Context: an optimization exercise on an open-source flow, tuned for small area. The choices shown serve that exercise and are no tape-out recipe.
In this exercise RTL edits were held to simulation tests only and were not proved equivalent to the original.

==> flow/design.v <==
module stack_cpu (
    input  wire        clk,
    input  wire        rst,          
    input  wire [31:0] code_size,    
    output wire [31:0] code_addr,
    input  wire [31:0] code_rdata,
    output wire [1:0]  status,       
    output wire [2:0]  reason,       
    output wire [31:0] pc,
    output wire [4:0]  sp,
    input  wire [3:0]  stk_idx,
    output wire [31:0] stk_data
);
    localparam [3:0] S_CHK  = 4'd0,   
                     S_EX   = 4'd1,   
                     S_PCHK = 4'd2,   
                     S_PIMM = 4'd3,   
                     S_RST  = 4'd4,   
                     S_INC  = 4'd5,   
                     S_CJ   = 4'd6,   
                     S_MD1  = 4'd7,   
                     S_IT   = 4'd8,   
                     S_FIX  = 4'd9,   
                     S_DONE = 4'd10,
                     S_WAIT = 4'd11;  
    reg  [3:0]   state;
    reg  [31:0]  pc_r;
    reg  [4:0]   sp_r;
    reg  [1:0]   status_r;
    reg  [2:0]   reason_r;
    reg  [3:0]   ph;
    reg  [511:0] ring;
    reg  [31:0]  A;
    reg  [31:0]  B;
    reg          lap;
    reg          take;
    reg  [4:0]   op;      
    assign code_addr = pc_r;
    assign pc        = pc_r;
    assign sp        = sp_r;
    assign status    = status_r;
    assign reason    = reason_r;
    wire st_chk  = (state == S_CHK);
    wire st_ex   = (state == S_EX);
    wire st_pchk = (state == S_PCHK);
    wire st_pimm = (state == S_PIMM);
    wire st_rst  = (state == S_RST);
    wire st_inc  = (state == S_INC);
    wire st_cj   = (state == S_CJ);
    wire st_md1  = (state == S_MD1);
    wire st_it   = (state == S_IT);
    wire st_fix  = (state == S_FIX);
    wire st_done = (state == S_DONE);
    wire st_wait = (state == S_WAIT);
    wire [31:0] w = code_rdata;
    wire w_valid = (w[31:5] == 27'd0) && (w[4:0] != 5'd0) && (w[4:0] <= 5'd17);
    always @(posedge clk) op <= w_valid ? w[4:0] : 5'd0;
    wire valid  = (op != 5'd0);
    wire o_push = (op == 5'd1);
    wire o_pop  = (op == 5'd2);
    wire o_add  = (op == 5'd3);
    wire o_sub  = (op == 5'd4);
    wire o_mult = (op == 5'd5);
    wire o_div  = (op == 5'd6);
    wire o_mod  = (op == 5'd7);
    wire o_jmp  = (op == 5'd8) || (op == 5'd15);
    wire o_cmp  = (op >= 5'd9) && (op <= 5'd13);
    wire o_call = (op == 5'd14);
    wire o_nop  = (op == 5'd16);
    wire o_as   = o_add || o_sub;
    wire o_dm   = o_div || o_mod;
    wire o_md   = o_mult || o_dm;
    wire need1 = o_pop || o_jmp || o_call;
    wire need2 = o_as || o_md;
    wire need3 = o_cmp;
    wire underflow = (need1 && sp_r == 5'd0) ||
                     (need2 && sp_r <  5'd2) ||
                     (need3 && sp_r <  5'd3);
    wire [3:0] sp4 = sp_r[3:0];
    wire [3:0] gap = sp4 - ph;              
    wire al0 = (gap == 4'd0);               
    wire al1 = (gap == 4'd1);               
    wire al2 = (gap == 4'd2);               
    wire al3 = (gap == 4'd3);               
    wire sel2 = (st_md1 && o_dm) || (st_it && o_mult) || (st_ex && o_cmp);
    wire [3:0] sel  = st_done ? stk_idx : (sp4 - (sel2 ? 4'd2 : 4'd1));
    wire [3:0] ridx = sel - ph;
    wire [15:0] roh = 16'd1 << ridx;
    wire [31:0] R;
    stack_rdmux u_rd (.words(ring), .sel(roh), .r(R));
    wire [31:0] W0 = ring[31:0];
    wire [31:0] W1 = ring[63:32];
    assign stk_data = R;
    wire ex_as  = st_ex && o_as;
    wire ex_cmp = st_ex && o_cmp;
    wire ex_dm  = st_ex && o_dm;
    wire p_pc = st_chk || st_pchk || st_inc || st_cj || st_rst ||
                (st_ex && !(o_as || o_cmp || o_dm));
    wire p_x  = ex_as || ex_cmp;
    wire p_s  = st_it;
    wire s_in = o_dm && B[31];
    wire fix_neg = o_mult ? 1'b0 : (o_div ? (W0[31] ^ W1[31]) : W0[31]);
    wire q_r  = ex_as || ex_cmp || ex_dm || st_md1 || (st_it && (o_dm || B[31]));
    wire q_cs = st_chk || st_pchk;
    wire q_rd = st_pimm;
    wire q_a  = st_fix && !o_div;
    wire q_b  = st_fix && o_div;
    wire inv  = st_chk || st_pchk || st_rst || (ex_as && o_sub) || ex_cmp ||
                (st_md1 && o_dm && R[31]) || (st_it && o_dm && !R[31]) ||
                (st_fix && fix_neg);
    wire cin  = st_chk || st_pchk || st_inc || st_cj ||
                (st_ex && !(o_as || o_cmp || o_dm)) ||
                (ex_as && o_sub) || ex_cmp ||
                (st_md1 && o_dm && R[31]) || (st_it && o_dm && !R[31]) ||
                (st_fix && fix_neg);
    wire [31:0] P = ({32{p_pc}} & pc_r) | ({32{p_x}} & W0) |
                    ({32{p_s}} & {A[30:0], s_in});
    wire [31:0] Q = ({32{q_r}} & R) | ({32{q_cs}} & code_size) |
                    ({32{q_rd}} & code_rdata) | ({32{q_a}} & A) | ({32{q_b}} & B);
    wire [33:0] sum = {1'b0, P, 1'b1} + {1'b0, Q ^ {32{inv}}, cin};
    wire [31:0] S    = sum[32:1];
    wire        cout = sum[33];
    wire        zero = (S == 32'd0);
    wire x31 = W0[31];
    wire y31 = R[31];
    wire ge  = (x31 ^ y31) ? ~x31 : cout;
    reg  cond;
    always @(*) begin
        case (op)
            5'd9:    cond = zero;
            5'd10:   cond = ge && !zero;
            5'd11:   cond = ge;
            5'd12:   cond = !ge;
            default: cond = !ge || zero;
        endcase
    end
    wire ins = (st_ex && ((o_call && al1) || (o_as && al2))) ||
               (st_pimm && al0) || st_fix;
    always @(posedge clk) begin
        ring <= {ins ? S : W0, ring[511:32]};
        A    <= (st_it && (o_mult || cout)) ? S : P;
        B    <= st_it ? {B[30:0], cout} : S;
    end
    always @(posedge clk) begin
        if (rst) begin
            state    <= S_CHK;
            pc_r     <= 32'd0;
            sp_r     <= 5'd0;
            status_r <= 2'd0;
            reason_r <= 3'd0;
            ph       <= 4'd0;
        end else begin
            ph <= ph + 4'd1;
            case (state)
                S_CHK: begin
                    if (cout) begin status_r <= 2'd2; reason_r <= 3'd4; state <= S_DONE; end
                    else      state <= S_WAIT;
                end
                S_WAIT: state <= S_EX;
                S_EX: begin
                    if (!valid) begin
                        status_r <= 2'd2; reason_r <= 3'd1; state <= S_DONE;
                    end else if (o_push) begin
                        pc_r  <= S;
                        state <= S_PCHK;
                    end else if (underflow) begin
                        status_r <= 2'd2; reason_r <= 3'd2; state <= S_DONE;
                    end else if (o_pop) begin
                        sp_r  <= sp_r - 5'd1;
                        pc_r  <= S;
                        state <= S_CHK;
                    end else if (o_nop) begin
                        pc_r  <= S;
                        state <= S_CHK;
                    end else if (o_jmp) begin
                        sp_r  <= sp_r - 5'd1;
                        pc_r  <= R;
                        state <= S_CHK;
                    end else if (o_call) begin
                        if (al1) begin
                            pc_r  <= R;
                            state <= S_CHK;
                        end
                    end else if (o_as) begin
                        if (al2) begin
                            sp_r  <= sp_r - 5'd1;
                            state <= S_INC;
                        end
                    end else if (o_cmp) begin
                        if (al3) begin
                            take  <= cond;
                            state <= S_CJ;
                        end
                    end else if (o_mult) begin
                        state <= S_MD1;
                    end else if (o_dm) begin
                        if (zero) begin
                            sp_r  <= sp_r - 5'd2;
                            state <= S_INC;
                        end else
                            state <= S_MD1;
                    end else begin  
                        status_r <= 2'd1; state <= S_DONE;
                    end
                end
                S_PCHK: begin
                    if (cout)                begin reason_r <= 3'd4; state <= S_RST; end
                    else if (sp_r[4])        begin reason_r <= 3'd3; state <= S_RST; end
                    else                     state <= S_PIMM;
                end
                S_PIMM: begin
                    if (al0) begin
                        sp_r  <= sp_r + 5'd1;
                        state <= S_INC;
                    end
                end
                S_RST: begin
                    pc_r     <= S;
                    status_r <= 2'd2;
                    state    <= S_DONE;
                end
                S_INC: begin
                    pc_r  <= S;
                    state <= S_CHK;
                end
                S_CJ: begin
                    sp_r  <= sp_r - 5'd3;
                    pc_r  <= take ? R : S;
                    state <= S_CHK;
                end
                S_MD1: begin
                    lap <= 1'b0;
                    if (al3) state <= S_IT;
                end
                S_IT: begin
                    if (al3) begin
                        lap <= 1'b1;
                        if (lap) state <= S_FIX;
                    end
                end
                S_FIX: begin
                    sp_r  <= sp_r - 5'd1;
                    state <= S_INC;
                end
                default: ;  
            endcase
        end
    end
endmodule
module stack_rdmux (
    input  wire [511:0] words,
    input  wire [15:0]  sel,
    output reg  [31:0]  r
);
    integer i;
    always @(*) begin
        r = 32'd0;
        for (i = 0; i < 16; i = i + 1)
            r = r | ({32{sel[i]}} & words[32*i +: 32]);
    end
endmodule
clock: 12.0 ns
lec_check: 0
cap_margin: 20
core_margin: 2
core_utilization: 40
place_density: 0.6
slew_margin: 20
synth_hierarchical: 1
synth_minimum_keep_size: 0
standard.sh (not shown) runs the stock make flow with config.mk's settings and CLKGATE_MAP_FILE= SYNTH_SCRIPT=/design/flow/synth_recipe.tcl, a recipe that flattens the netlist after the stock synthesis.
==> flow/flow/run.sh <==
#!/bin/bash
set -euo pipefail
export BUFFER_PORTS_ARGS="-buffer_cell sky130_fd_sc_hd__buf_1"
export CTS_ARGS="-sink_clustering_enable -repair_clock_nets -dont_use_dummy_load -buf_list {sky130_fd_sc_hd__clkbuf_8} -sink_clustering_size 16 -sink_clustering_max_diameter 60"
bash standard.sh > flow_make.log 2>&1
Change:
==> flow/run.sh (new file) <==
#!/bin/bash
# synth_recipe.tcl (not shown) runs the flow's synth.tcl, then flattens the netlist and writes it again
# the make line also repeats each setting of config.mk as NAME=value (left out here)
make -C /OpenROAD-flow-scripts/flow DESIGN_CONFIG=/design/flow/config.mk WORK_HOME=/design/flow/orfs CLKGATE_MAP_FILE= SYNTH_SCRIPT=/design/flow/synth_recipe.tcl finish
removed: flow/flow/run.sh
removed: flow/standard.sh
Global-route usage climbs by 0.30 points.
Setup slack gets worse by 190 ps.
Core utilization is higher by 4.1 points.
Fmax goes down slightly.
Clock-buffer cell count increases by 33.
Non-clock buffer count increases by 5.
Worst hold slack gets better by 47 ps.
Design area climbs by roughly a tenth.
Via count goes up slightly.

port drivers added, routing unchanged:
In the flow no input, the clock included, has a driving cell. The finished layouts below were timed again as built, in two steps.
Step 1 sets driving cells, clkbuf_16 on the clock port and buf_2 on the other inputs (assumed; they add their load-dependent delay and slew).
Step 2 moves the port delays by t, midway between the first and last clock arrival at a register: inputs arrive t later, outputs are due t later. That takes back most of the time a late clock gives input paths.
Three values: ideal, step 1, step 2; two values: the first two.
run	shift t [ns]	setup slack, ns	worst data-port slew with drivers (ns)
the first run	0.682	0.933 / 0.933 / 0.933	0.06
the second run	0.678	0.743 / 0.743 / 0.626	0.05
After both steps every run listed still meets setup and hold. The setup slack of the second run, which loses most, moves by 0.000 ns with the drivers and by -0.117 ns with both steps.
